This design comes from an exercise in tuning for a short achievable clock period and few clock cycles on the open sky130 flow, not from production work.
Function was checked by simulation only, so behaviour that the tests miss may differ from the original.
Power and IR drop assume default switching activity.

## flow/design.v

```verilog
module raster2d (
    input  wire        clk,
    input  wire        rst,
    input  wire        host_valid,
    output wire        host_ready,
    input  wire [4:0]  host_slot,
    input  wire [3:0]  host_be,
    input  wire [31:0] host_data,
    input  wire [15:0] cfg_base,
    input  wire [15:0] cfg_pitch,
    output wire        mem_req,
    output wire        mem_we,
    output wire [15:0] mem_addr,
    output wire [7:0]  mem_wdata,
    input  wire        mem_ready,
    input  wire [7:0]  mem_rdata,
    output wire        idle
);
    reg [15:0] base_q, pitch_q;
    reg [15:0] pitch_n, pitch7_p, pitch7_n, pitch_pp, pitch_pm, pitch_np, pitch_nm;
    reg [18:0] tile_span;    
    always @(posedge clk) begin
        base_q    <= cfg_base;
        pitch_q   <= cfg_pitch;
        pitch_n   <= 16'd0 - pitch_q;
        pitch7_p  <= {pitch_q[12:0], 3'd0} - pitch_q;
        pitch7_n  <= pitch_q - {pitch_q[12:0], 3'd0};
        pitch_pp  <= pitch_q + 16'd1;
        pitch_pm  <= pitch_q - 16'd1;
        pitch_np  <= 16'd1 - pitch_q;
        pitch_nm  <= ~pitch_q;
        tile_span <= {pitch_q, 3'd0} - {3'd0, pitch_q} + 19'd7;
    end
    reg [40:0] q_mem [0:3];
    reg [1:0]  q_rd, q_wr;
    reg [2:0]  q_cnt;
    reg        hr_q;           
    assign host_ready = hr_q;
    reg        fh_v;           
    reg [15:0] fh_oh;          
    reg [3:0]  fh_be;
    reg [31:0] fh_data;
    reg        fh_trig;        
    wire       fe_pop;         
    wire       fh_load = !fh_v || fe_pop;
    wire       q_ne    = (q_cnt != 3'd0);
    wire       q_deq   = fh_load && q_ne;
    wire       h_bypass = fh_load && !q_ne;                  
    wire       q_push  = host_valid && hr_q && !h_bypass;
    wire [2:0] q_cnt_nx = q_cnt + (q_push ? 3'd1 : 3'd0) - (q_deq ? 3'd1 : 3'd0);
    wire [40:0] q_out  = q_mem[q_rd];
    wire [40:0] f_src  = q_ne ? q_out : {host_slot, host_be, host_data};
    wire [4:0]  f_slot = f_src[40:36];
    always @(posedge clk) begin
        if (q_push)
            q_mem[q_wr] <= {host_slot, host_be, host_data};
        if (fh_load) begin
            fh_oh   <= f_slot[4] ? 16'd0 : (16'd1 << f_slot[3:0]);
            fh_be   <= f_src[35:32];
            fh_data <= f_src[31:0];
            fh_trig <= (f_slot == 5'd6) && f_src[33];
        end
    end
    always @(posedge clk) begin
        if (rst) begin
            q_rd  <= 2'd0;
            q_wr  <= 2'd0;
            q_cnt <= 3'd0;
            hr_q  <= 1'b1;
            fh_v  <= 1'b0;
        end else begin
            if (q_push) q_wr <= q_wr + 2'd1;
            if (q_deq)  q_rd <= q_rd + 2'd1;
            q_cnt <= q_cnt_nx;
            hr_q  <= !q_cnt_nx[2];
            if (fh_load) fh_v <= q_ne || host_valid;
        end
    end
    reg [15:0] cur_x, cur_y, dest_x, dest_y, err_term, maj_cnt, cmd;
    reg [7:0]  bkgd_color, frgd_color, wrt_mask, rd_mask, color_cmp;
    reg [7:0]  bkgd_mix, frgd_mix;
    reg [11:0] mf_height;
    reg [11:0] clip_t, clip_l, clip_b, clip_r;
    reg [1:0]  mixsel;
    reg        cmp_en, cmp_ne;
    reg [7:0]  mf_latch_lo;
    function [31:0] csa;     
        input [15:0] a, b, c;
        reg   [15:0] s, k;
        begin
            s = a ^ b ^ c;
            k = (a & b) | (a & c) | (b & c);
            csa = {s, k[14:0], 1'b0};
        end
    endfunction
    function [63:0] red18;   
        input [15:0] y;
        input [15:0] p;
        input [15:0] b;
        input [15:0] x;
        reg [287:0] t;
        reg [191:0] l1;
        reg [127:0] l2;
        reg [95:0]  l3;
        reg [63:0]  l4;
        reg [31:0]  r;
        integer n;
        begin
            for (n = 0; n < 16; n = n + 1)
                t[16*n +: 16] = y[n] ? (p << n) : 16'd0;
            t[16*16 +: 16] = b;
            t[16*17 +: 16] = x;
            for (n = 0; n < 6; n = n + 1) begin
                r = csa(t[16*(3*n) +: 16], t[16*(3*n+1) +: 16], t[16*(3*n+2) +: 16]);
                l1[32*n +: 32] = r;
            end
            for (n = 0; n < 4; n = n + 1) begin
                r = csa(l1[16*(3*n) +: 16], l1[16*(3*n+1) +: 16], l1[16*(3*n+2) +: 16]);
                l2[32*n +: 32] = r;
            end
            for (n = 0; n < 2; n = n + 1) begin
                r = csa(l2[16*(3*n) +: 16], l2[16*(3*n+1) +: 16], l2[16*(3*n+2) +: 16]);
                l3[32*n +: 32] = r;
            end
            l3[64 +: 32] = l2[96 +: 32];
            for (n = 0; n < 2; n = n + 1) begin
                r = csa(l3[16*(3*n) +: 16], l3[16*(3*n+1) +: 16], l3[16*(3*n+2) +: 16]);
                l4[32*n +: 32] = r;
            end
            red18 = l4;
        end
    endfunction
    reg [63:0] pc_s1, pd_s1;
    reg [15:0] a_cur, a_dst;
    wire [31:0] pc_r  = csa(pc_s1[63:48], pc_s1[47:32], pc_s1[31:16]);
    wire [31:0] pc_r2 = csa(pc_r[31:16], pc_r[15:0], pc_s1[15:0]);
    wire [31:0] pd_r  = csa(pd_s1[63:48], pd_s1[47:32], pd_s1[31:16]);
    wire [31:0] pd_r2 = csa(pd_r[31:16], pd_r[15:0], pd_s1[15:0]);
    always @(posedge clk) begin
        pc_s1 <= red18(cur_y, pitch_q, base_q, cur_x);
        pd_s1 <= red18(dest_y, pitch_q, base_q, dest_x);
        a_cur <= pc_r2[31:16] + pc_r2[15:0];
        a_dst <= pd_r2[31:16] + pd_r2[15:0];
    end
    reg [33:0] pre_am, pre_g;
    wire [33:0] pg_a = {{18{dest_y[15]}}, dest_y};
    wire [33:0] pg_b = {{18{err_term[15]}}, err_term};
    wire [33:0] pg_c = ~{18'd0, maj_cnt};
    wire [67:0] pg_cs = {pg_a ^ pg_b ^ pg_c, (pg_a & pg_b) | (pg_a & pg_c) | (pg_b & pg_c)};
    always @(posedge clk) begin
        pre_am <= {{18{dest_y[15]}}, dest_y} - {18'd0, maj_cnt};
        pre_g  <= pg_cs[67:34] + {pg_cs[32:0], 1'b1};
    end
    reg  [1:0] stale;      
    reg        stale_l;    
    wire       coord_chg, line_chg;
    reg        e_run;        
    reg        kb;           
    reg [3:0]  w_bk;         
    reg [3:0]  w_v;          
    wire       w_empty = (w_v == 4'd0);
    wire       w_full  = (w_v == 4'hF);
    wire       bank_busy = |(w_v & (kb ? ~w_bk : w_bk));
    reg        k_line, k_rect, k_pat, k_radial;
    reg        k_xpos, k_ypos;
    reg [11:0] k_clt, k_cll, k_clb, k_clr;
    reg        k_needS, k_needD;    
    reg        k_same;              
    reg [86:0] kp0, kp1;
    reg [15:0] gx, gy, gd, gs, gd_row, gs_row, x0;
    reg [15:0] colm1, col_left;
    reg [11:0] row_left;
    reg [2:0]  ii, jj;
    reg [15:0] k_dp, k_dwrap;
    reg [33:0] lg, k_a, k_am;
    reg [15:0] le, lcnt;
    reg [15:0] ln_dm, ln_db;
    reg [15:0] k_lsx, k_lsy;
    reg        k_xall, k_xge, k_yall, k_yge;
    reg [15:0] gdn;
    reg [33:0] lgn;
    wire [15:0] ncmd   = {fh_data[15:8], fh_be[0] ? fh_data[7:0] : cmd[7:0]};
    wire [2:0]  ntype  = fh_data[15:13];
    wire        n_line = (ntype == 3'd1);
    wire        n_rfam = (ntype == 3'd2) || (ntype == 3'd6) || (ntype == 3'd7);
    wire        fe_ok  = !fh_trig ||
                         (!e_run && !e_pre && stale == 2'd0 && (ntype != 3'd1 || !stale_l) &&
                          !bank_busy && (ntype != 3'd7 || w_empty));
    wire        apply  = fh_v && fe_ok;
    assign      fe_pop = apply;
    wire        maj_nz = (maj_cnt != 16'd0);
    wire        cmd_go = apply && fh_trig && !fh_data[8] &&
                         ((n_line && maj_nz) ||
                          (n_rfam && maj_nz && mf_height != 12'd0));
    function rop_d;    
        input [3:0] m;
        begin
            rop_d = !(m == 4'd1 || m == 4'd2 || m == 4'd4 || m == 4'd7);
        end
    endfunction
    wire n_msel3 = (mixsel == 2'd3);
    wire [86:0] n_kp = {mixtab(frgd_mix[6:0], bkgd_color, frgd_color, wrt_mask),
                        mixtab(bkgd_mix[6:0], bkgd_color, frgd_color, wrt_mask),
                        color_cmp, rd_mask, n_msel3,
                        frgd_mix[6:5] == 2'd3, bkgd_mix[6:5] == 2'd3,
                        cskip(frgd_mix[6:5], bkgd_color, frgd_color, color_cmp, rd_mask, cmp_en, cmp_ne),
                        cskip(bkgd_mix[6:5], bkgd_color, frgd_color, color_cmp, rd_mask, cmp_en, cmp_ne),
                        cmp_en, cmp_ne};
    wire n_needS = n_msel3 || (frgd_mix[6:5] == 2'd3);
    wire n_needD = (wrt_mask != 8'hFF) || rop_d(frgd_mix[3:0]) ||
                   (n_msel3 && rop_d(bkgd_mix[3:0]));
    wire [15:0] n_hs = ncmd[7] ? {4'd0, mf_height} : (16'd0 - {4'd0, mf_height});
    reg        line_act;
    reg [5:0]  dirty;    
    wire        ge      = !k_radial && !lg[33];
    wire [15:0] sx16    = k_xpos ? 16'd1 : 16'hFFFF;
    wire [15:0] sy16    = k_ypos ? 16'd1 : 16'hFFFF;
    wire        cx_in   = !gx[15] && ({4'd0, k_cll} <= gx) && (gx <= {4'd0, k_clr});
    wire        cy_in   = !gy[15] && ({4'd0, k_clt} <= gy) && (gy <= {4'd0, k_clb});
    wire        in_clip = cx_in && cy_in;
    wire        x_away  = k_xpos ? (!gx[15] && gx > {4'd0, k_clr})
                                 : (gx[15] || gx < {4'd0, k_cll});
    wire        y_away  = k_ypos ? (!gy[15] && gy > {4'd0, k_clb})
                                 : (gy[15] || gy < {4'd0, k_clt});
    wire        row_skip = !k_line && x_away && (col_left[15:14] == 2'b00);
    wire        rect_out = !k_line && y_away;
    wire        gen_adv = e_run && !w_full && !rect_out;
    wire        alloc   = gen_adv && in_clip;
    wire        l_last  = (lcnt == 16'd0);
    wire        c_last  = (col_left == 16'd0);
    wire        r_last  = (row_left == 12'd0);
    wire        iwrap   = k_xpos ? (ii == 3'd7) : (ii == 3'd0);
    wire        jwrap   = k_ypos ? (jj == 3'd7) : (jj == 3'd0);
    wire [15:0] l_xs = gx + k_lsx;
    wire [15:0] l_ys = gy + k_lsy;
    wire [15:0] l_db = gd + ln_db;
    wire [15:0] l_dm = ~gdn + ln_dm;
    wire [33:0] l_gm = lg + k_am;
    wire [33:0] l_ga = ~lgn + k_a;
    wire [15:0] l_d_nx = ge ? l_db : l_dm;
    wire [33:0] l_g_nx = ge ? l_gm : l_ga;
    wire [15:0] gs_rp = gs_row + k_dp;       
    wire [15:0] gs_rw = gs_row + k_dwrap;    
    wire [15:0] l_x_nx  = (k_xall || (k_xge && ge)) ? l_xs : gx;
    wire [15:0] l_y_nx  = (k_yall || (k_yge && ge)) ? l_ys : gy;
    wire [15:0] l_e_nx  = ge ? lg[15:0] : (le + k_a[15:0]);
    wire        wb_line = gen_adv && k_line && l_last;
    wire [15:0] p_dst = gd;
    wire [15:0] p_src = (k_line || k_rect) ? gd : gs;
    reg [3:0]  w_is, w_id;  
    reg [3:0]  w_ws, w_wd;  
    reg [3:0]  w_hz;        
    reg [3:0]  w_fb;        
    reg [15:0] w_dst [0:3];
    reg [15:0] w_src [0:3];
    reg [7:0]  w_sv  [0:3];
    reg [3:0]  ap, hp, rp;  
    function [15:0] sel16;
        input [3:0]  oh;
        input [15:0] a0, a1, a2, a3;
        begin
            sel16 = ({16{oh[0]}} & a0) | ({16{oh[1]}} & a1) |
                    ({16{oh[2]}} & a2) | ({16{oh[3]}} & a3);
        end
    endfunction
    function [7:0] sel8;
        input [3:0] oh;
        input [7:0] a0, a1, a2, a3;
        begin
            sel8 = ({8{oh[0]}} & a0) | ({8{oh[1]}} & a1) |
                   ({8{oh[2]}} & a2) | ({8{oh[3]}} & a3);
        end
    endfunction
    function [3:0] rot;
        input [3:0] oh;
        begin
            rot = {oh[2:0], oh[3]};
        end
    endfunction
    reg        rt1_v, rt1_fs, rt1_fd, rt1_pl;
    reg  [5:0] rt1_tix;
    reg  [3:0] rt1_oh;
    reg        rt_v, rt_fs, rt_fd, rt_pl;
    reg  [5:0] rt_tix;
    reg  [7:0] rd_q;
    wire       rt_e = rt_v && !rt_pl;      
    reg [3:0]  rt_oh;
    wire n_rs = k_needS && !k_same;
    wire n_rd = k_needD || (k_same && k_needS);
    reg  n_hzs, n_hzd;
    integer hk;
    always @(*) begin
        n_hzs = 1'b0;
        n_hzd = 1'b0;
        for (hk = 0; hk < 4; hk = hk + 1) begin
            if (w_v[hk] && w_dst[hk] == p_src) n_hzs = 1'b1;
            if (w_v[hk] && w_dst[hk] == p_dst) n_hzd = 1'b1;
        end
    end
    reg  [7:0]  pc_data [0:63];
    reg  [63:0] pc_val;
    reg  [15:0] k_tb;                  
    reg  [5:0]  w_tix [0:3];           
    reg  [3:0]  w_inr;                 
    reg         f_v, f_pl;             
    reg  [5:0]  f_tix;
    reg  [7:0]  f_d;
    reg         e_pre;
    reg  [2:0]  pl_cl, pl_rl, pl_cm1;
    reg  [3:0]  pl_out;                
    reg         pl_zero;
    wire [5:0]  p_tix  = {jj, ii};
    wire        n_hit  = k_pat && pc_val[p_tix] && !n_hzs;
    reg         pa_v;                  
    reg  [3:0]  pa_oh;
    reg  [15:0] g_rel, g_rel_row;
    wire        p_inr  = ({3'd0, g_rel} <= tile_span);
    wire        n_rs2  = n_rs && !n_hit;
    wire        n_hz   = (n_rs2 && n_hzs) || (n_rd && n_hzd);
    wire [5:0]  rt_wtix = w_tix[0] & {6{rt_oh[0]}} | w_tix[1] & {6{rt_oh[1]}} |
                          w_tix[2] & {6{rt_oh[2]}} | w_tix[3] & {6{rt_oh[3]}};
    function [7:0] rop;
        input [3:0] mode;
        input [7:0] d;
        input [7:0] s;
        begin
            case (mode)
                4'd0:  rop = ~d;
                4'd1:  rop = 8'h00;
                4'd2:  rop = 8'hFF;
                4'd3:  rop = d;
                4'd4:  rop = ~s;
                4'd5:  rop = s ^ d;
                4'd6:  rop = ~(s ^ d);
                4'd7:  rop = s;
                4'd8:  rop = ~s | ~d;
                4'd9:  rop = d | ~s;
                4'd10: rop = ~d | s;
                4'd11: rop = s | d;
                4'd12: rop = s & d;
                4'd13: rop = s & ~d;
                4'd14: rop = ~s & d;
                default: rop = ~s & ~d;
            endcase
        end
    endfunction
    function rop1;
        input [3:0] mode;
        input       s, d;
        reg   [7:0] r;
        begin
            r = rop(mode, {8{d}}, {8{s}});
            rop1 = r[0];
        end
    endfunction
    function [31:0] mixtab;
        input [6:0] mix;
        input [7:0] bcol, fcol, wmask;
        integer b, i;
        reg sb;
        begin
            for (b = 0; b < 8; b = b + 1)
                for (i = 0; i < 4; i = i + 1) begin
                    case (mix[6:5])
                        2'd0:    sb = bcol[b];
                        2'd1:    sb = fcol[b];
                        2'd2:    sb = 1'b0;
                        default: sb = (i >= 2);
                    endcase
                    mixtab[4*b+i] = wmask[b] ? rop1(mix[3:0], sb, i[0]) : i[0];
                end
        end
    endfunction
    function cskip;
        input [1:0] sel;
        input [7:0] bcol, fcol, ccmp, rmask;
        input       cen, cne;
        reg   [7:0] sv;
        reg         eq;
        begin
            sv = (sel == 2'd0) ? bcol : (sel == 2'd1) ? fcol : 8'h00;
            eq = ((sv ^ ccmp) & rmask) == 8'd0;
            cskip = cen && (cne ^ eq);
        end
    endfunction
    function [8:0] pixval;
        input [86:0] k;
        input [7:0]  sv;
        input [7:0]  d;
        reg   [7:0]  vf, vb;
        reg   [3:0]  t;
        reg          fg, eq, sk;
        integer b;
        begin
            for (b = 0; b < 8; b = b + 1) begin
                t = k[55+4*b +: 4];
                vf[b] = t[{sv[b], d[b]}];
                t = k[23+4*b +: 4];
                vb[b] = t[{sv[b], d[b]}];
            end
            fg = k[6] ? ((sv & k[14:7]) != 8'd0) : 1'b1;
            eq = ((sv ^ k[22:15]) & k[14:7]) == 8'd0;
            sk = k[1] && (k[0] ^ eq);
            pixval = fg ? {k[5] ? sk : k[3], vf} : {k[4] ? sk : k[2], vb};
        end
    endfunction
    reg  [3:0]  w_pend;
    wire        pa_bk = |(pa_oh & w_bk);
    wire [86:0] a_par = pa_bk ? kp1 : kp0;
    wire [8:0]  pv_a  = pixval(a_par, sel8(pa_oh, w_sv[0], w_sv[1], w_sv[2], w_sv[3]), 8'h00);
    wire        r_bk  = |(rt_oh & w_bk);
    wire [86:0] r_par = r_bk ? kp1 : kp0;
    wire [7:0]  r_sv  = rt_fs ? rd_q : sel8(rt_oh, w_sv[0], w_sv[1], w_sv[2], w_sv[3]);
    wire [8:0]  pv_r  = pixval(r_par, r_sv, rd_q);
    reg  [7:0]  w_val [0:3];
    reg  [3:0]  w_skp;
    wire        h_rdy = |(hp & w_v & ~w_ws & ~w_wd & ~w_pend);
    wire        h_skp = |(hp & w_skp);
    wire [7:0]  h_val = sel8(hp, w_val[0], w_val[1], w_val[2], w_val[3]);
    reg        o_v, o_we, o_fs, o_fd, o_pl;
    reg        on_we;
    reg [15:0] on_addr;
    reg [7:0]  on_wd;
    reg [5:0]  o_tix;
    reg [15:0] o_addr;
    reg [7:0]  o_wd;
    reg [3:0]  o_oh;
    reg        s_v, s_we, s_fs, s_fd, s_pl;
    reg [5:0]  s_tix;
    reg [15:0] s_addr;
    reg [7:0]  s_wd;
    reg [3:0]  s_oh;
    wire push_ok = !s_v;
    wire h_inr   = |(hp & w_inr);
    wire wr_ok   = pl_zero || !h_inr;
    wire do_wr   = h_rdy && push_ok && !h_skp && wr_ok;
    wire retire  = h_rdy && (h_skp || (push_ok && wr_ok));
    wire r_v     = |(rp & w_v);
    wire r_is    = |(rp & w_is);
    wire r_id    = |(rp & w_id);
    wire r_hz    = |(rp & w_hz);
    wire r_fb    = |(rp & w_fb);
    wire r_pend  = r_is || r_id;
    wire rd_av   = r_v && r_pend && (!r_hz || (rp == hp));
    wire do_rd   = rd_av && push_ok && !do_wr;
    wire rp_adv  = r_v && (!r_pend || (do_rd && !(r_is && r_id)));
    wire        do_pl  = e_pre && push_ok;
    wire        n_v    = do_wr || do_rd || do_pl;
    wire [15:0] h_dst  = sel16(hp, w_dst[0], w_dst[1], w_dst[2], w_dst[3]);
    wire [15:0] r_dst  = sel16(rp, w_dst[0], w_dst[1], w_dst[2], w_dst[3]);
    wire [15:0] r_src  = sel16(rp, w_src[0], w_src[1], w_src[2], w_src[3]);
    wire [15:0] n_addr = do_wr ? h_dst : do_pl ? gs : (r_is ? r_src : r_dst);
    wire [7:0]  n_wd   = h_val;
    wire        n_fs   = r_is || r_fb;
    wire        n_fd   = !r_is;
    wire pop    = o_v && mem_ready;
    wire o_load = !o_v || pop;
    assign mem_req   = o_v;
    assign mem_we    = o_we;
    assign mem_addr  = o_addr;
    assign mem_wdata = o_wd;
    always @(posedge clk) begin
        if (rst) begin
            o_v <= 1'b0;
            s_v <= 1'b0;
            rt1_v <= 1'b0;
            rt_v <= 1'b0;
        end else begin
            rt1_v <= pop && !o_we;
            rt_v  <= rt1_v;
            if (o_load) begin
                if (s_v) begin
                    o_v <= 1'b1;
                    s_v <= 1'b0;
                end else begin
                    o_v <= n_v;
                end
            end else if (n_v) begin
                s_v <= 1'b1;
            end
        end
        rt1_oh  <= o_oh;
        rt1_fs  <= o_fs;
        rt1_fd  <= o_fd;
        rt1_pl  <= o_pl;
        rt1_tix <= o_tix;
        rt_oh   <= rt1_oh;
        rt_fs   <= rt1_fs;
        rt_fd   <= rt1_fd;
        rt_pl   <= rt1_pl;
        rt_tix  <= rt1_tix;
        rd_q    <= mem_rdata;
        if (o_load) begin
            if (s_v) begin
                o_we <= s_we; o_addr <= s_addr; o_wd <= s_wd;
                on_we <= !s_we; on_addr <= ~s_addr; on_wd <= ~s_wd;
                o_oh <= s_oh; o_fs <= s_fs; o_fd <= s_fd;
                o_pl <= s_pl; o_tix <= s_tix;
            end else begin
                o_we <= do_wr; o_addr <= n_addr; o_wd <= n_wd;
                on_we <= !do_wr; on_addr <= ~n_addr; on_wd <= ~n_wd;
                o_oh <= rp; o_fs <= n_fs; o_fd <= n_fd;
                o_pl <= do_pl; o_tix <= p_tix;
            end
        end else begin
            o_we <= !on_we; o_addr <= ~on_addr; o_wd <= ~on_wd;
        end
        if (!s_v) begin
            s_we <= do_wr; s_addr <= n_addr; s_wd <= n_wd;
            s_oh <= rp; s_fs <= n_fs; s_fd <= n_fd;
            s_pl <= do_pl; s_tix <= p_tix;
        end
    end
    integer wi;
    always @(posedge clk) begin
        for (wi = 0; wi < 4; wi = wi + 1) begin
            if (alloc && ap[wi]) begin
                w_dst[wi] <= p_dst;
                w_src[wi] <= p_src;
                w_tix[wi] <= p_tix;
                if (n_hit) w_sv[wi] <= pc_data[p_tix];
            end
            if (pa_v && pa_oh[wi]) begin
                w_val[wi] <= pv_a[7:0];
                w_skp[wi] <= pv_a[8];
            end
            if (rt_e && rt_oh[wi]) begin
                if (rt_fs) w_sv[wi] <= rd_q;
                w_val[wi] <= pv_r[7:0];
                w_skp[wi] <= pv_r[8];
            end
        end
        f_d   <= rd_q;
        f_tix <= rt_pl ? rt_tix : rt_wtix;
        f_pl  <= rt_pl;
        pa_oh <= ap;
        if (f_v) pc_data[f_tix] <= f_d;
    end
    always @(posedge clk) begin
        if (rst) begin
            f_v    <= 1'b0;
            pl_out <= 4'd0;
            pl_zero <= 1'b1;
            pa_v   <= 1'b0;
            pc_val <= 64'd0;
        end else begin
            f_v <= rt_v && (rt_pl || (rt_fs && k_pat));
            pl_out  <= pl_out + (do_pl ? 4'd1 : 4'd0) - ((f_v && f_pl) ? 4'd1 : 4'd0);
            pl_zero <= (pl_out + (do_pl ? 4'd1 : 4'd0) - ((f_v && f_pl) ? 4'd1 : 4'd0)) == 4'd0;
            pa_v <= alloc;
            if (f_v) pc_val[f_tix] <= 1'b1;
            if ((cmd_go && ntype == 3'd7) || (do_wr && h_inr))
                pc_val <= 64'd0;
        end
    end
    always @(posedge clk) begin
        if (rst) begin
            w_v <= 4'd0; w_is <= 4'd0; w_id <= 4'd0; w_ws <= 4'd0; w_wd <= 4'd0;
            w_pend <= 4'd0;
            ap <= 4'd1; hp <= 4'd1; rp <= 4'd1;
        end else begin
            if (retire) begin
                w_v <= w_v & ~hp;
                hp <= rot(hp);
            end
            if (do_rd) begin
                if (r_is) w_is <= w_is & ~rp;
                else      w_id <= w_id & ~rp;
            end
            if (rp_adv) rp <= rot(rp);
            if (pa_v) w_pend <= w_pend & ~pa_oh;
            if (rt_e) begin
                if (rt_fs) w_ws <= w_ws & ~rt_oh;
                if (rt_fd) w_wd <= w_wd & ~rt_oh;
            end
            if (alloc) begin
                for (wi = 0; wi < 4; wi = wi + 1) begin
                    if (ap[wi]) begin
                        w_v[wi]   <= 1'b1;
                        w_is[wi]  <= n_rs2;
                        w_id[wi]  <= n_rd;
                        w_ws[wi]  <= k_needS && !n_hit;
                        w_wd[wi]  <= k_needD || (k_same && k_needS);
                        w_pend[wi] <= 1'b1;
                        w_inr[wi]  <= p_inr;
                        w_hz[wi]  <= n_hz;
                        w_fb[wi]  <= k_same;
                        w_bk[wi]  <= kb;
                    end
                end
                ap <= rot(ap);
            end
        end
    end
    assign line_chg  = wb_line || (apply && (|fh_oh[5:3]));
    assign coord_chg = wb_line || (cmd_go && n_rfam) ||
                       (apply && (|fh_oh[3:0]));
    wire [15:0] n_sx = ncmd[5] ? 16'd1 : 16'hFFFF;
    wire [15:0] n_sy = ncmd[7] ? 16'd1 : 16'hFFFF;
    wire [15:0] n_dp = ncmd[7] ? pitch_q : pitch_n;
    reg  [15:0] n_ux, n_uy, n_ud;    
    always @(*) begin
        case (ncmd[7:5])
            3'd0: begin n_ux = 16'd1;    n_uy = 16'd0;    n_ud = 16'd1;    end
            3'd1: begin n_ux = 16'd1;    n_uy = 16'hFFFF; n_ud = pitch_np; end
            3'd2: begin n_ux = 16'd0;    n_uy = 16'hFFFF; n_ud = pitch_n;  end
            3'd3: begin n_ux = 16'hFFFF; n_uy = 16'hFFFF; n_ud = pitch_nm; end
            3'd4: begin n_ux = 16'hFFFF; n_uy = 16'd0;    n_ud = 16'hFFFF; end
            3'd5: begin n_ux = 16'hFFFF; n_uy = 16'd1;    n_ud = pitch_pm; end
            3'd6: begin n_ux = 16'd0;    n_uy = 16'd1;    n_ud = pitch_q;  end
            default: begin n_ux = 16'd1; n_uy = 16'd1;    n_ud = pitch_pp; end
        endcase
    end
    always @(posedge clk) begin
            if (e_pre) begin
                if (do_pl) begin
                    if (pl_cl == 3'd0) begin
                        pl_cl <= pl_cm1;
                        ii    <= 3'd0;
                        jj    <= jj + sy16[2:0];
                        gs     <= jwrap ? gs_rw : gs_rp;
                        gs_row <= jwrap ? gs_rw : gs_rp;
                        pl_rl <= pl_rl - 3'd1;
                        if (pl_rl == 3'd0) begin
                            jj     <= 3'd0;
                            gs     <= k_tb;
                            gs_row <= k_tb;
                        end
                    end else begin
                        pl_cl <= pl_cl - 3'd1;
                        ii    <= ii + sx16[2:0];
                        gs    <= iwrap ? gs + (k_xpos ? 16'hFFF9 : 16'd7) : gs + sx16;
                    end
                end
            end else if (gen_adv) begin
                if (k_line) begin
                    gx   <= l_x_nx;
                    gy   <= l_y_nx;
                    gd   <= l_d_nx;
                    gdn  <= ~l_d_nx;
                    lg   <= l_g_nx;
                    lgn  <= ~l_g_nx;
                    le   <= l_e_nx;
                    lcnt <= lcnt - 16'd1;
                end else if (c_last || row_skip) begin
                    col_left <= colm1;
                    row_left <= row_left - 12'd1;
                    gx     <= x0;
                    gy     <= gy + sy16;
                    gd     <= gd_row + k_dp;
                    gd_row <= gd_row + k_dp;
                    g_rel     <= g_rel_row + k_dp;
                    g_rel_row <= g_rel_row + k_dp;
                    ii     <= 3'd0;
                    jj     <= jj + sy16[2:0];
                    if (k_pat && jwrap) begin
                        gs     <= gs_rw;
                        gs_row <= gs_rw;
                    end else begin
                        gs     <= gs_rp;
                        gs_row <= gs_rp;
                    end
                end else begin
                    col_left <= col_left - 16'd1;
                    gx <= gx + sx16;
                    gd <= gd + sx16;
                    g_rel <= g_rel + sx16;
                    ii <= ii + sx16[2:0];
                    if (k_pat && iwrap)
                        gs <= gs + (k_xpos ? 16'hFFF9 : 16'd7);
                    else
                        gs <= gs + sx16;
                end
            end
            if (cmd_go) begin
                k_line   <= n_line;
                k_rect   <= (ntype == 3'd2);
                k_pat    <= (ntype == 3'd7);
                k_radial <= ncmd[3];
                k_xpos   <= ncmd[5];
                k_ypos   <= ncmd[7];
                if (kb) kp0 <= n_kp;
                else    kp1 <= n_kp;
                k_clt    <= clip_t;
                k_cll    <= clip_l;
                k_clb    <= clip_b;
                k_clr    <= clip_r;
                k_needS  <= n_needS;
                k_needD  <= n_needD;
                k_same   <= n_line || (ntype == 3'd2);
                k_dp     <= n_dp;
                k_a      <= {{18{dest_y[15]}}, dest_y};
                k_am     <= pre_am;
                lg       <= pre_g;
                lgn      <= ~pre_g;
                gdn      <= ~a_cur;
                le       <= err_term;
                k_dwrap  <= ncmd[7] ? pitch7_n : pitch7_p;
                if (ncmd[3]) begin
                    k_lsx <= n_ux; k_xall <= (n_ux != 16'd0); k_xge <= 1'b0;
                    k_lsy <= n_uy; k_yall <= (n_uy != 16'd0); k_yge <= 1'b0;
                    ln_dm <= n_ud; ln_db <= n_ud;
                end else begin
                    k_lsx <= n_sx; k_xall <= !ncmd[6]; k_xge <= ncmd[6];
                    k_lsy <= n_sy; k_yall <= ncmd[6];  k_yge <= !ncmd[6];
                    ln_dm <= ncmd[6] ? n_dp : n_sx;
                    ln_db <= ncmd[7] ? (ncmd[5] ? pitch_pp : pitch_pm)
                                     : (ncmd[5] ? pitch_np : pitch_nm);
                end
                lcnt     <= maj_cnt;
                colm1    <= maj_cnt - 16'd1;
                col_left <= maj_cnt - 16'd1;
                row_left <= mf_height - 12'd1;
                ii       <= 3'd0;
                jj       <= 3'd0;
                if (n_line || ntype == 3'd2) begin
                    gx <= cur_x; gy <= cur_y; x0 <= cur_x;
                    gd <= a_cur; gd_row <= a_cur;
                end else begin
                    gx <= dest_x; gy <= dest_y; x0 <= dest_x;
                    gd <= a_dst; gd_row <= a_dst;
                    g_rel <= a_dst - a_cur; g_rel_row <= a_dst - a_cur;
                end
                gs <= a_cur; gs_row <= a_cur; k_tb <= a_cur;
                begin
                    pl_cm1 <= (maj_cnt[15:3] != 13'd0) ? 3'd7 : (maj_cnt[2:0] - 3'd1);
                    pl_cl  <= (maj_cnt[15:3] != 13'd0) ? 3'd7 : (maj_cnt[2:0] - 3'd1);
                    pl_rl  <= (mf_height[11:3] != 9'd0) ? 3'd7 : (mf_height[2:0] - 3'd1);
                end
            end
    end
    always @(posedge clk) begin
        if (rst) begin
            cur_x <= 16'd0; cur_y <= 16'd0; dest_x <= 16'd0; dest_y <= 16'd0;
            err_term <= 16'd0; maj_cnt <= 16'd0; cmd <= 16'd0;
            bkgd_color <= 8'd0; frgd_color <= 8'd0; wrt_mask <= 8'd0;
            rd_mask <= 8'd0; color_cmp <= 8'd0; bkgd_mix <= 8'd0; frgd_mix <= 8'd0;
            mf_height <= 12'd0; clip_t <= 12'd0; clip_l <= 12'd0;
            clip_b <= 12'd0; clip_r <= 12'd0; mixsel <= 2'd0;
            cmp_en <= 1'b0; cmp_ne <= 1'b0; mf_latch_lo <= 8'd0;
            e_run <= 1'b0;
            e_pre <= 1'b0;
            kb <= 1'b0;
            line_act <= 1'b0;
            dirty <= 6'd0;
            stale <= 2'b11;
            stale_l <= 1'b1;
        end else begin
            stale <= {stale[0], coord_chg};
            stale_l <= line_chg;
            if (e_pre) begin
                if (do_pl && pl_cl == 3'd0 && pl_rl == 3'd0) begin
                    e_pre <= 1'b0;
                    e_run <= 1'b1;
                end
            end else if (rect_out && e_run) begin
                e_run <= 1'b0;
            end else if (gen_adv) begin
                if (k_line ? l_last : ((c_last || row_skip) && r_last))
                    e_run <= 1'b0;
            end
            if (cmd_go) begin
                kb <= !kb;
                if (ntype == 3'd7 && n_needS) e_pre <= 1'b1;
                else                          e_run <= 1'b1;
                line_act <= n_line;
                dirty <= 6'd0;
            end
            if (wb_line) begin
                line_act <= 1'b0;
                if (!dirty[0]) cur_x[7:0]  <= l_x_nx[7:0];
                if (!dirty[1]) cur_x[15:8] <= l_x_nx[15:8];
                if (!dirty[2]) cur_y[7:0]  <= l_y_nx[7:0];
                if (!dirty[3]) cur_y[15:8] <= l_y_nx[15:8];
                if (!k_radial) begin
                    if (!dirty[4]) err_term[7:0]  <= l_e_nx[7:0];
                    if (!dirty[5]) err_term[15:8] <= l_e_nx[15:8];
                end
            end
            if (cmd_go && n_rfam) begin
                cur_y <= cur_y + n_hs;
                if (ntype != 3'd2) dest_y <= dest_y + n_hs;
            end
            if (apply) begin
                if (line_act && !wb_line) begin
                    if (fh_oh[0]) dirty[1:0] <= dirty[1:0] | fh_be[1:0];
                    if (fh_oh[1]) dirty[3:2] <= dirty[3:2] | fh_be[1:0];
                    if (fh_oh[4]) dirty[5:4] <= dirty[5:4] | fh_be[1:0];
                end
                if (fh_oh[0]) begin
                    if (fh_be[0]) cur_x[7:0]  <= fh_data[7:0];
                    if (fh_be[1]) cur_x[15:8] <= fh_data[15:8];
                end
                if (fh_oh[1]) begin
                    if (fh_be[0]) cur_y[7:0]  <= fh_data[7:0];
                    if (fh_be[1]) cur_y[15:8] <= fh_data[15:8];
                end
                if (fh_oh[2]) begin
                    if (fh_be[0]) dest_x[7:0]  <= fh_data[7:0];
                    if (fh_be[1]) dest_x[15:8] <= fh_data[15:8];
                end
                if (fh_oh[3]) begin
                    if (fh_be[0]) dest_y[7:0]  <= fh_data[7:0];
                    if (fh_be[1]) dest_y[15:8] <= fh_data[15:8];
                end
                if (fh_oh[4]) begin
                    if (fh_be[0]) err_term[7:0]  <= fh_data[7:0];
                    if (fh_be[1]) err_term[15:8] <= fh_data[15:8];
                end
                if (fh_oh[5]) begin
                    if (fh_be[0]) maj_cnt[7:0]  <= fh_data[7:0];
                    if (fh_be[1]) maj_cnt[15:8] <= fh_data[15:8];
                end
                if (fh_oh[6]) begin
                    if (fh_be[0]) cmd[7:0]  <= fh_data[7:0];
                    if (fh_be[1]) cmd[15:8] <= fh_data[15:8];
                end
                if (fh_oh[8]  && fh_be[0]) bkgd_color <= fh_data[7:0];
                if (fh_oh[9]  && fh_be[0]) frgd_color <= fh_data[7:0];
                if (fh_oh[10] && fh_be[0]) wrt_mask   <= fh_data[7:0];
                if (fh_oh[11] && fh_be[0]) rd_mask    <= fh_data[7:0];
                if (fh_oh[12] && fh_be[0]) color_cmp  <= fh_data[7:0];
                if (fh_oh[13] && fh_be[0]) bkgd_mix   <= fh_data[7:0];
                if (fh_oh[14] && fh_be[0]) frgd_mix   <= fh_data[7:0];
                if (fh_oh[15]) begin
                    if (fh_be[0]) mf_latch_lo <= fh_data[7:0];
                    if (fh_be[1]) begin
                        case (fh_data[15:12])
                            4'h0: mf_height <= {fh_data[11:8], fh_be[0] ? fh_data[7:0] : mf_latch_lo};
                            4'h1: clip_t    <= {fh_data[11:8], fh_be[0] ? fh_data[7:0] : mf_latch_lo};
                            4'h2: clip_l    <= {fh_data[11:8], fh_be[0] ? fh_data[7:0] : mf_latch_lo};
                            4'h3: clip_b    <= {fh_data[11:8], fh_be[0] ? fh_data[7:0] : mf_latch_lo};
                            4'h4: clip_r    <= {fh_data[11:8], fh_be[0] ? fh_data[7:0] : mf_latch_lo};
                            4'hA: mixsel    <= fh_be[0] ? fh_data[7:6] : mf_latch_lo[7:6];
                            4'hE: begin
                                cmp_en <= fh_data[8];
                                cmp_ne <= fh_be[0] ? fh_data[7] : mf_latch_lo[7];
                            end
                            default: ;
                        endcase
                    end
                end
            end
        end
    end
    reg idle_q;
    always @(posedge clk) begin
        if (rst) idle_q <= 1'b0;
        else     idle_q <= !fh_v && !q_ne && !e_run && !e_pre && w_empty && !o_v && !s_v &&
                           !(host_valid && host_ready);
    end
    assign idle = idle_q;
endmodule
```

## flow/flow/run.sh

```bash
#!/bin/bash
# Standard synthesis and layout (the standard.sh), with the timing
# repair steps aiming at a shorter period than the clock's (setup margin).
set -euo pipefail
export SETUP_SLACK_MARGIN=9.4
bash standard.sh synth > synth.log 2>&1
bash standard.sh > layout.log 2>&1
```

## flow/standard.sh

```bash
#!/bin/bash
# synth_recipe.tcl (not shown) runs the flow's synth.tcl, then flattens the netlist and writes it again
# the make line also repeats each setting of config.mk as NAME=value (left out here)
make -C /OpenROAD-flow-scripts/flow DESIGN_CONFIG=/design/flow/config.mk WORK_HOME=/design/flow/orfs CLKGATE_MAP_FILE= SYNTH_SCRIPT=/design/flow/synth_recipe.tcl "${@:-finish}"
```

## flow/config.mk

```make
export PLATFORM = sky130hd
export DESIGN_NAME = raster2d
export DESIGN_NICKNAME = raster2d
export VERILOG_FILES = /design/flow/design.v
export SDC_FILE = /design/flow/constraint.sdc
export NUM_CORES = 4
export LEC_CHECK = 0
export ABC_CLOCK_PERIOD_IN_PS = 3500
export CAP_MARGIN = 30
export CORE_MARGIN = 2
export CORE_UTILIZATION = 40
export CTS_CLUSTER_DIAMETER = 90
export CTS_CLUSTER_SIZE = 25
export SLEW_MARGIN = 20
```

## flow/constraint.sdc

```tcl
create_clock -name core_clock -period 13.0 [get_ports {clk}]
set_input_delay 2.6000 -clock core_clock [delete_from_list [all_inputs] [get_ports {clk}]]
set_output_delay 2.6000 -clock core_clock [all_outputs]
set_load 0.01 [all_outputs]
```

==> results of run 1 <==
-- per-stage QoR --
step	util	instance area, sq um	total power [mW]
floorplan	-	129000	11.3
global placement	0.419	134000	12.7
detailed placement	0.420	135000	12.8
CTS	0.447	143000	18.1
global route	0.461	148000	18.8
finish	0.461	148000	18.2
-- kinds of logic after synthesis --
kind of cell / Yosys count / synth area share
mux: 652 / 0.0736
buf+inv: 1298 / 0.0392
simple gates: 3194 / 0.110
compound gates: 2601 / 0.128
fa+ha+maj: 910 / 0.104
flops: 2406 / 0.493
xor+xnor: 772 / 0.0527
-- sequential cells by signal (all words and copies together), names as in the netlist, 19 cells and up, named ones only --
signal,count
pd_s1,56
lgn,34
pc_val,64
w_src,64
kp0,87
w_val,32
pc_data,512
pre_g,34
w_dst,64
lg,34
w_sv,32
pc_s1,56
tile_span,19
w_tix,24
q_mem,92
kp1,87
-- cell usage after synthesis, drive strengths merged, types with 51 or more instances --
cell type / instances
a21oi: 757
a21o: 151
ha: 641
a22oi: 192
and2: 126
o211ai: 113
buf: 153
edfxtp: 1514
fa: 268
o21ai: 625
nor3: 158
nor2: 1129
nand3: 215
nor4: 56
inv: 669
nor2b: 112
o21a: 65
and3: 52
mux2i: 327
nand2: 1117
a211oi: 165
dfxtp: 892
mux4: 219
clkbuf: 467
nand2b: 68
xnor2: 447
mux2: 106
a31oi: 82
o21bai: 59
xor2: 325
a22o: 51
-- how the worst max path moves through the flow --
| stage | cells after the start | to | slack [ps] |
|---|---|---|---|
| 3_3_place_gp | 10 | lgn[26] | 7320 |
| 3_5_place_dp | 10 | lg[26] | 7260 |
| 2_1_floorplan | 15 | g_rel[15] | 8450 |
| 5_1_grt | 16 | pre_g[18] | 8820 |
| 4_1_cts | 1 | mem_we | 8900 |
| 6_report | 16 | pre_g[18] | 8890 |
-- cells in the final DEF (no fill, tap or decap), types with 42 or more instances in the layout --
cell type,count
sky130_fd_sc_hd__buf_4,455
sky130_fd_sc_hd__mux2i_1,304
sky130_fd_sc_hd__ha_1,602
sky130_fd_sc_hd__o21bai_1,54
sky130_fd_sc_hd__a21oi_2,62
sky130_fd_sc_hd__a21oi_1,688
sky130_fd_sc_hd__nand2b_1,68
sky130_fd_sc_hd__o211ai_1,113
sky130_fd_sc_hd__o21ai_0,538
sky130_fd_sc_hd__a31oi_1,70
sky130_fd_sc_hd__a211oi_1,152
sky130_fd_sc_hd__nor2_1,1085
sky130_fd_sc_hd__nand3_1,209
sky130_fd_sc_hd__xor2_1,321
sky130_fd_sc_hd__buf_6,84
sky130_fd_sc_hd__mux4_2,219
sky130_fd_sc_hd__a22oi_1,175
sky130_fd_sc_hd__and3_1,47
sky130_fd_sc_hd__nor4_1,45
sky130_fd_sc_hd__nor2b_1,104
sky130_fd_sc_hd__nand2_1,1070
sky130_fd_sc_hd__o22ai_1,42
sky130_fd_sc_hd__o21ai_1,53
sky130_fd_sc_hd__clkdlybuf4s50_1,64
sky130_fd_sc_hd__a22o_1,51
sky130_fd_sc_hd__buf_12,62
sky130_fd_sc_hd__dfxtp_1,830
sky130_fd_sc_hd__and2_1,116
sky130_fd_sc_hd__inv_1,639
sky130_fd_sc_hd__o21a_1,59
sky130_fd_sc_hd__a21o_1,150
sky130_fd_sc_hd__nand4_1,46
sky130_fd_sc_hd__fa_1,260
sky130_fd_sc_hd__xnor2_1,433
sky130_fd_sc_hd__mux2_2,92
sky130_fd_sc_hd__clkbuf_16,172
sky130_fd_sc_hd__nor3_1,139
sky130_fd_sc_hd__edfxtp_1,1514
sky130_fd_sc_hd__dfxtp_2,45
-- layer usage --
layer	track usage	routed length, um
met5	0	118
met4	0.0959	20700
met3	0.0332	34300
met2	0.396	193000
met1	0.324	170000
-- final cells by class --
| cell class | instances | area share |
|---|---|---|
| inverter | 678 | 0.0182 |
| sequential | 2406 | 0.430 |
| timing repair inverter | 3 | 0.000169 |
| multi-input combinational | 8135 | 0.428 |
| antenna | 11 | 0.000186 |
| clock buffer | 186 | 0.0257 |
| tap | 4305 | 0.0365 |
| timing repair buffer | 779 | 0.0579 |
| clock inverter | 47 | 0.00396 |
-- power by group through the flow --
| stage | combinational, mW | sequential [mW] | clock (mW) |
|---|---|---|---|
| 5_1_grt | 4.64 | 8.92 | 5.24 |
| 3_5_place_dp | 3.72 | 9.10 | 0 |
| 4_1_cts | 4.16 | 8.89 | 5.00 |
| 3_3_place_gp | 3.64 | 9.09 | 0 |
| 2_1_floorplan | 2.45 | 8.83 | 0 |
| 6_report | 4.39 | 8.91 | 4.93 |
-- what timing repair did --
| item | CTS | global route |
|---|---|---|
| gates cloned | 29 | 37 |
| setup buffers | 190 | 225 |
| resized for setup | 633 | 457 |
| setup endpoints to repair | 1532 | 1006 |
| pin swaps | 146 | 263 |
| hold buffers | 0 | 0 |
==> results.py, run 1 <==
metrics = {
    "status": {
        "outcome": "no timing/DRC/antenna violations",
    },
    "finish": {
        "seqCellArea_sq_um": 63400,
        "final_net_count": 13131,
        "drive_above_1_share": 0.151,
        "syn_to_final_growth_pct": 14.9,
        "multiInputGateArea_sq_um": 63200,
        "finish.cell_count_without_fillers": 16550,
        "final.fill_count": 28968,
    },
    "clock_network": {
        "numCtsBuffers": 134,
        "cts_htree_levels": 4,
        "cts-root-buf": "sky130_fd_sc_hd__clkbuf_16",
        "clkSlewWorstSetupHoldPaths_ps": 100,
        "clock_insertion_delay_worst_skew_ps": 910,
        "cts_tree": "yes",
        "tritoncts_num_sinks": 2406,
        "cts_buffer_depth": 4,
    },
    "detailed_routing": {
        "count_of_antenna_violating_nets_left_after_detailed_routing": 0,
        "drtPass1Iterations": 7,
        "detailedRoute.firstIterationViolations": 10399,
        "wire_length_after_detailed_routing_um": 418000,
        "routed_via_density": 5.81,
        "drcViolationCount": 0,
        "vias": 96175,
        "wl_per_cell_um": 25.3,
    },
    "die": {
        "rows": 208,
        "die_h_um": 571,
        "starting_utilization_of_the_core_area": 0.401,
        "pin_count": 113,
        "die_area_sq_um": 326000,
        "die_x_um": 571,
        "core_area_sq_um": 320000,
    },
    "placement": {
        "placement.setup.worst_slack_ps": 7260,
        "place.gp.congestion": 0.925,
        "placement.io_buffers": 94,
        "placed_cell_count": 15822,
        "place_hpwl_um": 277000,
    },
    "setup_path": {
        "timing.critical_path.fanout_max": 8,
        "worst-path-buf-inv": 2,
        "timing_worst_setup_path_type": "flop to flop",
        "crit_arrival_ps": 4870,
        "path_cells": "inv_8, fa_2, inv_2, fa_2, a21o_1, a21oi_2, o21bai_1, a21oi_2, o21bai_2, a31o_2, o41ai_4, o21ai_2, o21a_1, o21a_1, nor2_4, mux2_4",
        "worstSetupEndpointType": "flop",
        "crit_start": "dest_y[0]",
        "r2r_end": "pre_g[18]",
        "rr_worst_depth": 16,
        "crit_reg_reg_startpoint": "dest_y[0]",
        "crit_path_slowest_cell": "sky130_fd_sc_hd__fa_2",
        "start_kind": "flop",
        "crit_required_ps": 13760,
        "reg2reg_setup_slack_ps": 8890,
        "path_delay_family": "compound AO/OA/AOI/OAI gates",
        "cpPeakStageDelay_ps": 570,
    },
    "synth": {
        "synth-main-ff-cell": "sky130_fd_sc_hd__edfxtp_1",
        "netlist_top_cells_area": "sky130_fd_sc_hd__edfxtp_1, sky130_fd_sc_hd__dfxtp_1, sky130_fd_sc_hd__ha_1",
        "synth_nets": 12827,
        "netlist.top_cell.by_area": "sky130_fd_sc_hd__edfxtp_1",
        "ys_seq_area_frac": 0.493,
        "synth_top_area_frac": 0.354,
        "synth-async-reset-ratio": 0,
        "edff_count_synth": 1514,
        "synthDistinctLibCells": 105,
        "synth.cell_area_sq_um": 129000,
        "yosysWarningCount": 6,
        "postSynthAreaPerCell_sq_um": 10.9,
        "gate_count_after_technology_mapping": 11833,
        "yosys_register_bits": 2406,
    },
    "power_and_ir_drop": {
        "share_seq_of_total_power": 0.489,
        "combinationalPowerShare": 0.241,
        "internal_power_mw": 12.4,
        "total_switching_power_mw": 5.85,
        "power.share.switching": 0.321,
        "p_leak_nw": 56.6,
        "worst_ir_drop_vdd_mv": 0.120,
        "cellPowerDensity_nw_per_um2": 123,
        "share_clk_of_total_power": 0.270,
    },
    "global_routing": {
        "antenna_found_initial": 14,
        "grt_pass1_vias": 92175,
        "overflow_left_after_global_routing": 0,
        "grt_first_pass_wirelength_um": 595000,
        "grt_use_total": 0.242,
        "pin_count_of_the_biggest_net_entering_global_routing": 76,
    },
    "min_path": {
        "min-delay-path-class": "flop to flop",
        "worst_hold_path.endpoint": "rt_tix[5]",
        "worst_hold_path.num_cells": 0,
        "worst_min_delay_path_startpoint": "rt1_tix[5]",
    },
    "sta": {
        "setup_viol": 0,
        "hold_violations": 0,
        "worst_hold_slack_ps": 326,
        "setup_total_negative_slack_ps": 0,
        "fin_ws_ps": 8890,
        "report.final.slew_viol_count": 0,
        "clock_skew_ps": 86.0,
        "rsz0062_at_grt": "yes",
        "relSlewSlack": 0.265,
        "worst_pin_slew_ps": 1090,
        "max_freq_mhz": 243,
        "clock_period_minus_final_worst_setup_slack_ps": 4110,
        "period_share": 0.316,
    },
    "job": {
        "count_of_maximum_capacitance_violations": 0,
    },
}
Testbench counts, summed over its fixed seeds: cycles 125,438.
==> run 2, diff against run 1 <==
--- a/flow/design.v
+++ b/flow/design.v
@@ -35,6 +35,7 @@
     reg [1:0]  q_rd, q_wr;
     reg [2:0]  q_cnt;
     reg        hr_q;           
+    reg        hrn_q;          
     assign host_ready = hr_q;
     reg        fh_v;           
     reg [15:0] fh_oh;          
@@ -46,7 +47,7 @@
     wire       q_ne    = (q_cnt != 3'd0);
     wire       q_deq   = fh_load && q_ne;
     wire       h_bypass = fh_load && !q_ne;                  
-    wire       q_push  = host_valid && hr_q && !h_bypass;
+    wire       q_push  = host_valid && !hrn_q && !h_bypass;
     wire [2:0] q_cnt_nx = q_cnt + (q_push ? 3'd1 : 3'd0) - (q_deq ? 3'd1 : 3'd0);
     wire [40:0] q_out  = q_mem[q_rd];
     wire [40:0] f_src  = q_ne ? q_out : {host_slot, host_be, host_data};
@@ -67,12 +68,14 @@
             q_wr  <= 2'd0;
             q_cnt <= 3'd0;
             hr_q  <= 1'b1;
+            hrn_q <= 1'b0;
             fh_v  <= 1'b0;
         end else begin
             if (q_push) q_wr <= q_wr + 2'd1;
             if (q_deq)  q_rd <= q_rd + 2'd1;
             q_cnt <= q_cnt_nx;
             hr_q  <= !q_cnt_nx[2];
+            hrn_q <= q_cnt_nx[2];
             if (fh_load) fh_v <= q_ne || host_valid;
         end
     end
@@ -418,6 +421,7 @@
     wire        h_skp = |(hp & w_skp);
     wire [7:0]  h_val = sel8(hp, w_val[0], w_val[1], w_val[2], w_val[3]);
     reg        o_v, o_we, o_fs, o_fd, o_pl;
+    reg        on_v;       
     reg        on_we;
     reg [15:0] on_addr;
     reg [7:0]  on_wd;
@@ -453,8 +457,8 @@
     wire [7:0]  n_wd   = h_val;
     wire        n_fs   = r_is || r_fb;
     wire        n_fd   = !r_is;
-    wire pop    = o_v && mem_ready;
-    wire o_load = !o_v || pop;
+    wire pop    = !on_v && mem_ready;
+    wire o_load = on_v || pop;
     assign mem_req   = o_v;
     assign mem_we    = o_we;
     assign mem_addr  = o_addr;
@@ -462,18 +466,21 @@
     always @(posedge clk) begin
         if (rst) begin
             o_v <= 1'b0;
+            on_v <= 1'b1;
             s_v <= 1'b0;
             rt1_v <= 1'b0;
             rt_v <= 1'b0;
         end else begin
-            rt1_v <= pop && !o_we;
+            rt1_v <= pop && on_we;
             rt_v  <= rt1_v;
             if (o_load) begin
                 if (s_v) begin
                     o_v <= 1'b1;
+                    on_v <= 1'b0;
                     s_v <= 1'b0;
                 end else begin
                     o_v <= n_v;
+                    on_v <= !n_v;
                 end
             end else if (n_v) begin
                 s_v <= 1'b1;
@@ -846,8 +853,8 @@
     reg idle_q;
     always @(posedge clk) begin
         if (rst) idle_q <= 1'b0;
-        else     idle_q <= !fh_v && !q_ne && !e_run && !e_pre && w_empty && !o_v && !s_v &&
-                           !(host_valid && host_ready);
+        else     idle_q <= !fh_v && !q_ne && !e_run && !e_pre && w_empty && on_v && !s_v &&
+                           !(host_valid && !hrn_q);
     end
     assign idle = idle_q;
 endmodule
==> run 2 against run 1 <==
Still clean on timing, DRC and antenna. Critical path type is now flop to output port. Die area increased by 0.55%. Sequential share of layout area about the same. Largest cell class is now multi-input gates. Utilization decreased by 0.13 points. Global-route usage increased by 0.40 points. Clock power increased by 6.1%. Highest routed layer unchanged.
==> results.py, run 2 <==
metrics = {
    "setup_path": {
        "crit_reg_reg_startpoint": "w_bk[3]",
        "start_kind": "flop",
        "timing.critical_path.fanout_max": 1,
        "crit_required_ps": 10400,
        "worstSetupPathDepth": 1,
        "path_cells": "buf_6",
        "timing_worst_setup_path_type": "flop to output port",
        "worstSetupEndpointType": "output port",
        "endpoint_of_the_most_critical_setup_path": "idle",
        "crit_start": "idle_q",
        "rr_worst_depth": 16,
        "worst-path-buf-inv": 1,
        "r2r_end": "w_val[3][0]",
        "path_delay_family": "flip-flops",
        "crit_path_slowest_cell": "sky130_fd_sc_hd__dfxtp_4",
        "cpPeakStageDelay_ps": 440,
        "reg2reg_setup_slack_ps": 9060,
        "crit_arrival_ps": 1440,
    },
    "power_and_ir_drop": {
        "p_total_mw": 18.7,
        "cellPowerDensity_nw_per_um2": 127,
        "worst_ir_drop_vdd_mv": 0.116,
        "p_leak_nw": 56.7,
    },
    "detailed_routing": {
        "drtPass1Iterations": 8,
        "vias": 96032,
        "routed_via_density": 5.83,
        "wl_per_cell_um": 25.4,
        "wire_length_after_detailed_routing_um": 419000,
        "drcViolationCount": 0,
        "detailedRoute.firstIterationViolations": 10255,
        "count_of_antenna_violating_nets_left_after_detailed_routing": 0,
    },
    "clock_network": {
        "cts_tree": "yes",
        "tritoncts_num_sinks": 2407,
        "post_cts_hold_buffer_count": 0,
        "cts_htree_levels": 4,
        "numCtsBuffers": 142,
        "cts_buffer_depth": 4,
        "clock_insertion_delay_worst_skew_ps": 920,
        "clkSlewWorstSetupHoldPaths_ps": 100,
        "cts-root-buf": "sky130_fd_sc_hd__clkbuf_16",
    },
    "finish": {
        "max_flop_register": "pc_data",
        "final_net_count": 13049,
        "largest_registers": "pc_data x512, q_mem x92",
        "syn_to_final_growth_pct": 14.3,
        "largest_register_ff_count": 512,
        "mostFrequentLayoutCells": "sky130_fd_sc_hd__edfxtp_1, sky130_fd_sc_hd__nand2_1, sky130_fd_sc_hd__nor2_1, sky130_fd_sc_hd__dfxtp_1, sky130_fd_sc_hd__a21oi_1",
        "drive_above_1_share": 0.145,
        "mostFrequentLayoutCell": "sky130_fd_sc_hd__edfxtp_1",
    },
    "sta": {
        "setup_total_negative_slack_ps": 0,
        "max_freq_mhz": 248,
        "setup_viol": 0,
        "relSlewSlack": 0.254,
        "worst_pin_slew_ps": 1120,
        "period_share": 0.311,
        "clock_period_minus_final_worst_setup_slack_ps": 4040,
        "clock_skew_ps": 98.7,
        "report.final.slew_viol_count": 0,
        "rsz0062_at_grt": "yes",
        "fin_ws_ps": 8960,
        "hold_violations": 0,
    },
    "synth": {
        "edff_count_synth": 1514,
        "yosysWarningCount": 6,
        "netlist.top_cell.by_area": "sky130_fd_sc_hd__edfxtp_1",
        "yosys_register_bits": 2407,
        "postSynthAreaPerCell_sq_um": 10.9,
        "gate_count_after_technology_mapping": 11852,
        "synth.cell_area_sq_um": 129000,
        "synthDistinctLibCells": 100,
        "count_leader_synth": "sky130_fd_sc_hd__edfxtp_1",
        "netlist_top_cells_area": "sky130_fd_sc_hd__edfxtp_1, sky130_fd_sc_hd__dfxtp_1, sky130_fd_sc_hd__ha_1",
        "synth-async-reset-ratio": 0,
        "synth-main-ff-cell": "sky130_fd_sc_hd__edfxtp_1",
        "ys_seq_area_frac": 0.490,
        "synth_nets": 12847,
        "synth_top_area_frac": 0.352,
        "synthTopCellsByCount": "sky130_fd_sc_hd__edfxtp_1, sky130_fd_sc_hd__nand2_1, sky130_fd_sc_hd__nor2_1",
    },
    "global_routing": {
        "grt_pass1_vias": 93295,
        "grt_first_pass_wirelength_um": 606000,
        "pin_count_of_the_biggest_net_entering_global_routing": 80,
        "overflow_left_after_global_routing": 0,
        "antenna_found_initial": 16,
        "grt_use_total": 0.246,
    },
    "placement": {
        "place_hpwl_um": 277000,
        "placement.io_buffers": 94,
        "place.gp.congestion": 0.917,
        "placement.setup.worst_slack_ps": 7380,
    },
    "die": {
        "starting_utilization_of_the_core_area": 0.402,
        "rows": 208,
        "core_area_sq_um": 321000,
        "die_area_sq_um": 328000,
        "die_x_um": 572,
        "pin_count": 113,
        "die_h_um": 572,
    },
    "min_path": {
        "min-delay-path-class": "flop to flop",
    },
    "status": {
        "outcome": "no timing/DRC/antenna violations",
    },
    "job": {
        "count_of_maximum_capacitance_violations": 0,
    },
}
-- run 2: changes by cell type in the layout (fill, tap and decap cells not counted), sizes merged, moves of 32 or more --
cell    change
buf        -94
mux2i      +42
nand3      +64
nor2      -134
o211ai     -32
o21ai      -59
-- run 2: metrics by stage --
stage	util	cells	cell area, sq um	hold slack [ps]
floorplan	-	11852	130000	310
global placement	0.420	15820	135000	310
detailed placement	0.421	15835	135000	312
CTS	0.450	16320	145000	319
global route	0.460	16476	148000	330
finish	0.460	16480	148000	318
-- run 2: how the worst min path moves through the flow --
| stage | startpoint | end | slack, ps | cells past startpoint |
|---|---|---|---|---|
| finish | rt1_tix[2] | rt_tix[2] | 320 | 0 |
| floorplan | rt1_fd | rt_fd | 310 | 0 |
| global route | rt1_tix[2] | rt_tix[2] | 330 | 0 |
| global placement | rt1_oh[3] | rt_oh[3] | 310 | 0 |
| CTS | rt1_tix[2] | rt_tix[2] | 320 | 0 |
| detailed placement | rt1_oh[1] | rt_oh[1] | 310 | 0 |
-- run 2: kinds of logic (layout without fill, tap and decap cells) --
| family | after synthesis | after routing | synth area share |
|---|---|---|---|
| buf+inv | 1295 | 1605 | 0.0389 |
| simple gates | 3206 | 3208 | 0.112 |
| xor+xnor | 772 | 772 | 0.0523 |
| compound gates | 2580 | 2583 | 0.128 |
| other cells | 0 | 8 | 0 |
| fa+ha+maj | 911 | 911 | 0.104 |
| mux | 681 | 681 | 0.0757 |
| flops | 2407 | 2407 | 0.490 |
-- run 2: report_power, final --
group | total [mW] | internal [mW] | switching [mW] | leakage (nW)
Combinational | 4.57 | 1.70 | 2.87 | 33.1
Clock | 5.23 | 2.34 | 2.88 | 2.33
Sequential | 8.95 | 8.52 | 0.436 | 21.2
-- run 2: area by class of cell --
cell class,count,area (sq um)
Fill cell,29129,174000
Multi-Input combinational cell,8155,63800
Sequential cell,2407,63500
Timing Repair Buffer,685,7720
Tap cell,4305,5390
Clock buffer,193,3920
Inverter,659,2550
Clock inverter,64,898
Timing Repair inverter,4,33.8
Antenna cell,8,20.0
-- run 2: repair_timing --
action | 4_1_cts | 5_1_grt
endpoints found under the hold margin | 0 | 0
gates cloned | 45 | 18
gates resized for setup | 627 | 342
pin swaps | 119 | 154
endpoints found under the setup margin | 1636 | 676
buffers inserted | 183 | 126
-- run 2: per-layer routing --
layer | vias up | GRT usage | part of all wire
met5 | - | 0 | 0.000031
met4 | 2 | 0.104 | 0.049
met3 | 865 | 0.0337 | 0.079
met2 | 4236 | 0.398 | 0.46
met1 | 47719 | 0.331 | 0.41
li1 | 43210 | - | -
Testbench counts of run 2, summed over its fixed seeds: cycles 125,438.
==> run 3, diff against run 2 <==
--- a/flow/design.v
+++ b/flow/design.v
@@ -146,16 +146,16 @@
         a_dst <= pd_r2[31:16] + pd_r2[15:0];
     end
     reg [33:0] pre_am, pre_g;
-    wire [33:0] pg_a = {{18{dest_y[15]}}, dest_y};
-    wire [33:0] pg_b = {{18{err_term[15]}}, err_term};
-    wire [33:0] pg_c = ~{18'd0, maj_cnt};
-    wire [67:0] pg_cs = {pg_a ^ pg_b ^ pg_c, (pg_a & pg_b) | (pg_a & pg_c) | (pg_b & pg_c)};
+    reg  [16:0] pg_ae;     
+    reg  [15:0] pg_m;      
     always @(posedge clk) begin
         pre_am <= {{18{dest_y[15]}}, dest_y} - {18'd0, maj_cnt};
-        pre_g  <= pg_cs[67:34] + {pg_cs[32:0], 1'b1};
+        pg_ae  <= {dest_y[15], dest_y} + {err_term[15], err_term};
+        pg_m   <= maj_cnt;
+        pre_g  <= {{17{pg_ae[16]}}, pg_ae} - {18'd0, pg_m};
     end
     reg  [1:0] stale;      
-    reg        stale_l;    
+    reg  [1:0] stale_l;    
     wire       coord_chg, line_chg;
     reg        e_run;        
     reg        kb;           
@@ -187,7 +187,7 @@
     wire        n_line = (ntype == 3'd1);
     wire        n_rfam = (ntype == 3'd2) || (ntype == 3'd6) || (ntype == 3'd7);
     wire        fe_ok  = !fh_trig ||
-                         (!e_run && !e_pre && stale == 2'd0 && (ntype != 3'd1 || !stale_l) &&
+                         (!e_run && !e_pre && stale == 2'd0 && (ntype != 3'd1 || stale_l == 2'd0) &&
                           !bank_busy && (ntype != 3'd7 || w_empty));
     wire        apply  = fh_v && fe_ok;
     assign      fe_pop = apply;
@@ -751,10 +751,10 @@
             line_act <= 1'b0;
             dirty <= 6'd0;
             stale <= 2'b11;
-            stale_l <= 1'b1;
+            stale_l <= 2'b11;
         end else begin
             stale <= {stale[0], coord_chg};
-            stale_l <= line_chg;
+            stale_l <= {stale_l[0], line_chg};
             if (e_pre) begin
                 if (do_pl && pl_cl == 3'd0 && pl_rl == 3'd0) begin
                     e_pre <= 1'b0;
==> run 3 against run 2 <==
Clock-buffer cell count is 6 lower. Hold slack worse by 21 ps. Flip-flop and latch count grew 18. Sequential share of layout area is 0.63 points higher. Non-clock buffer count decreased by 101. Worst setup slack better by 20 ps. Cell count shrank 0.14%. Clock power barely moved.
==> results.py, run 3 <==
metrics = {
    "status": {
        "outcome": "no timing/DRC/antenna violations",
    },
    "synth": {
        "synth_top_area_frac": 0.350,
        "netlist_top_cells_area": "sky130_fd_sc_hd__edfxtp_1, sky130_fd_sc_hd__dfxtp_1, sky130_fd_sc_hd__ha_1",
        "synth.cell_area_sq_um": 130000,
        "yosysWarningCount": 6,
        "yosys_register_bits": 2425,
        "gate_count_after_technology_mapping": 11902,
        "synth_nets": 12894,
        "ys_seq_area_frac": 0.490,
        "count_leader_synth": "sky130_fd_sc_hd__edfxtp_1",
        "synthTopCellsByCount": "sky130_fd_sc_hd__edfxtp_1, sky130_fd_sc_hd__nand2_1, sky130_fd_sc_hd__nor2_1",
        "synth-async-reset-ratio": 0,
    },
    "finish": {
        "largest_registers": "pc_data x512, q_mem x92",
        "final_net_count": 13007,
        "drive_above_1_share": 0.132,
        "max_flop_register": "pc_data",
        "largest_register_ff_count": 512,
        "syn_to_final_growth_pct": 12.7,
        "multiInputGateArea_sq_um": 63800,
    },
    "global_routing": {
        "overflow_left_after_global_routing": 0,
        "pin_count_of_the_biggest_net_entering_global_routing": 91,
        "grt_first_pass_wirelength_um": 602000,
        "antenna_found_initial": 17,
        "grt_pass1_vias": 92285,
        "grt_use_total": 0.240,
    },
    "min_path": {
        "min-delay-path-class": "flop to flop",
        "worst_hold_path.num_cells": 0,
    },
    "setup_path": {
        "path_delay_family": "flip-flops",
        "timing_worst_setup_path_type": "flop to output port",
        "path_cells": "buf_6",
        "worstSetupPathDepth": 1,
        "cpPeakStageDelay_ps": 400,
        "start_kind": "flop",
        "worstSetupEndpointType": "output port",
        "timing.critical_path.fanout_max": 1,
        "crit_arrival_ps": 1420,
        "rr_worst_depth": 19,
        "crit_path_slowest_cell": "sky130_fd_sc_hd__dfxtp_4",
    },
    "power_and_ir_drop": {
        "p_total_mw": 18.5,
        "cellPowerDensity_nw_per_um2": 126,
        "worst_ir_drop_vdd_mv": 0.124,
    },
    "clock_network": {
        "cts_buffer_depth": 4,
        "clkSlewWorstSetupHoldPaths_ps": 100,
        "cts_tree": "yes",
        "cts_htree_levels": 4,
        "clock_insertion_delay_worst_skew_ps": 910,
        "cts-root-buf": "sky130_fd_sc_hd__clkbuf_16",
        "tritoncts_num_sinks": 2425,
    },
    "sta": {
        "hold_violations": 0,
        "clock_period_minus_final_worst_setup_slack_ps": 4020,
        "relSlewSlack": 0.214,
        "period_share": 0.309,
        "rsz0062_at_grt": "yes",
        "setup_viol": 0,
        "worst_pin_slew_ps": 1180,
        "clock_skew_ps": 67.1,
        "setup_total_negative_slack_ps": 0,
    },
    "detailed_routing": {
        "vias": 95758,
        "detailedRoute.firstIterationViolations": 10125,
        "drtPass1Iterations": 7,
        "wire_length_after_detailed_routing_um": 414000,
        "count_of_antenna_violating_nets_left_after_detailed_routing": 0,
        "routed_via_density": 5.82,
        "wl_per_cell_um": 25.1,
    },
    "die": {
        "pin_count": 113,
        "starting_utilization_of_the_core_area": 0.401,
        "die_area_sq_um": 329000,
        "core_area_sq_um": 324000,
        "rows": 209,
        "die_h_um": 574,
    },
    "job": {
        "count_of_maximum_capacitance_violations": 0,
    },
}
-- run 3: final timing paths --
check             from  slack (ps)           to
min reg2reg    o_oh[1]         300    rt1_oh[1]
max          o_addr[8]        8980  mem_addr[8]
max reg2reg   fh_be[0]        9200    cur_y[14]
min            o_oh[1]         300    rt1_oh[1]
-- run 3: what timing repair did --
item | 4_1_cts | 5_1_grt
pin swaps | 63 | 107
setup endpoints to repair | 1668 | 508
gates cloned | 20 | 17
gates resized for setup | 493 | 259
hold buffers | 0 | 0
setup buffers | 115 | 121
-- run 3: cell type report --
class | instances | area share
antenna | 8 | 0.000137
clock buffer | 187 | 0.0262
clock inverter | 68 | 0.00640
inverter | 627 | 0.0167
multi-input combinational | 8231 | 0.436
sequential | 2425 | 0.436
tap | 4325 | 0.0370
timing repair buffer | 584 | 0.0418
timing repair inverter | 2 | 0.000145
-- run 3: worst reg2reg max path, stage by stage (launching register included) --
cell                       delay, ps
sky130_fd_sc_hd__edfxtp_1        450
sky130_fd_sc_hd__buf_12          180
sky130_fd_sc_hd__o21a_4          290
sky130_fd_sc_hd__buf_6           160
sky130_fd_sc_hd__nand2_4          70
sky130_fd_sc_hd__o21ai_4         100
sky130_fd_sc_hd__buf_4           160
sky130_fd_sc_hd__buf_6           110
sky130_fd_sc_hd__buf_6           100
sky130_fd_sc_hd__fa_2            360
sky130_fd_sc_hd__a21o_1          170
sky130_fd_sc_hd__a21oi_2         160
sky130_fd_sc_hd__o21bai_1        120
sky130_fd_sc_hd__a31o_2          270
sky130_fd_sc_hd__a41oi_2         180
sky130_fd_sc_hd__a211oi_2        120
sky130_fd_sc_hd__a31oi_1         220
sky130_fd_sc_hd__xnor2_1         160
sky130_fd_sc_hd__o21ai_1          90
sky130_fd_sc_hd__o31ai_1         250
-- run 3: logic make-up after synthesis --
kind of cell | Yosys count | share of synthesized area
buf+inv | 1256 | 0.0378
xor+xnor | 724 | 0.0489
flops | 2425 | 0.490
compound gates | 2582 | 0.128
simple gates | 3326 | 0.117
fa+ha+maj | 908 | 0.102
mux | 681 | 0.0761
-- run 3: power by group --
group	total [mW]	leakage, nW	switching, mW	internal, mW
clock network	5.20	2.31	2.92	2.28
registers	8.99	21.3	0.439	8.55
logic	4.33	31.6	2.73	1.59
total	18.5	55.3	6.09	12.4
-- run 3: metal layers --
metal	vias to the layer above	routed length [um]	global-route usage
met5	-	39	0
met4	6	16400	0.0803
met3	702	31900	0.0324
met2	4078	188000	0.383
met1	47589	177000	0.335
li1	43383	-	-
-- run 3: metrics by stage --
| stage | worst slack, ps | area, sq um | hold WS, ps | util |
|---|---|---|---|---|
| 6_report | 8980 | 146000 | 297 | 0.452 |
| 5_1_grt | 8930 | 146000 | 283 | 0.452 |
| 4_1_cts | 8910 | 144000 | 274 | 0.445 |
| 3_5_place_dp | 7190 | 136000 | 313 | 0.421 |
| 3_3_place_gp | 7290 | 136000 | 312 | 0.420 |
| 2_1_floorplan | 8530 | 131000 | 310 | - |
Testbench counts of run 3, summed over its fixed seeds: cycles 125,449.
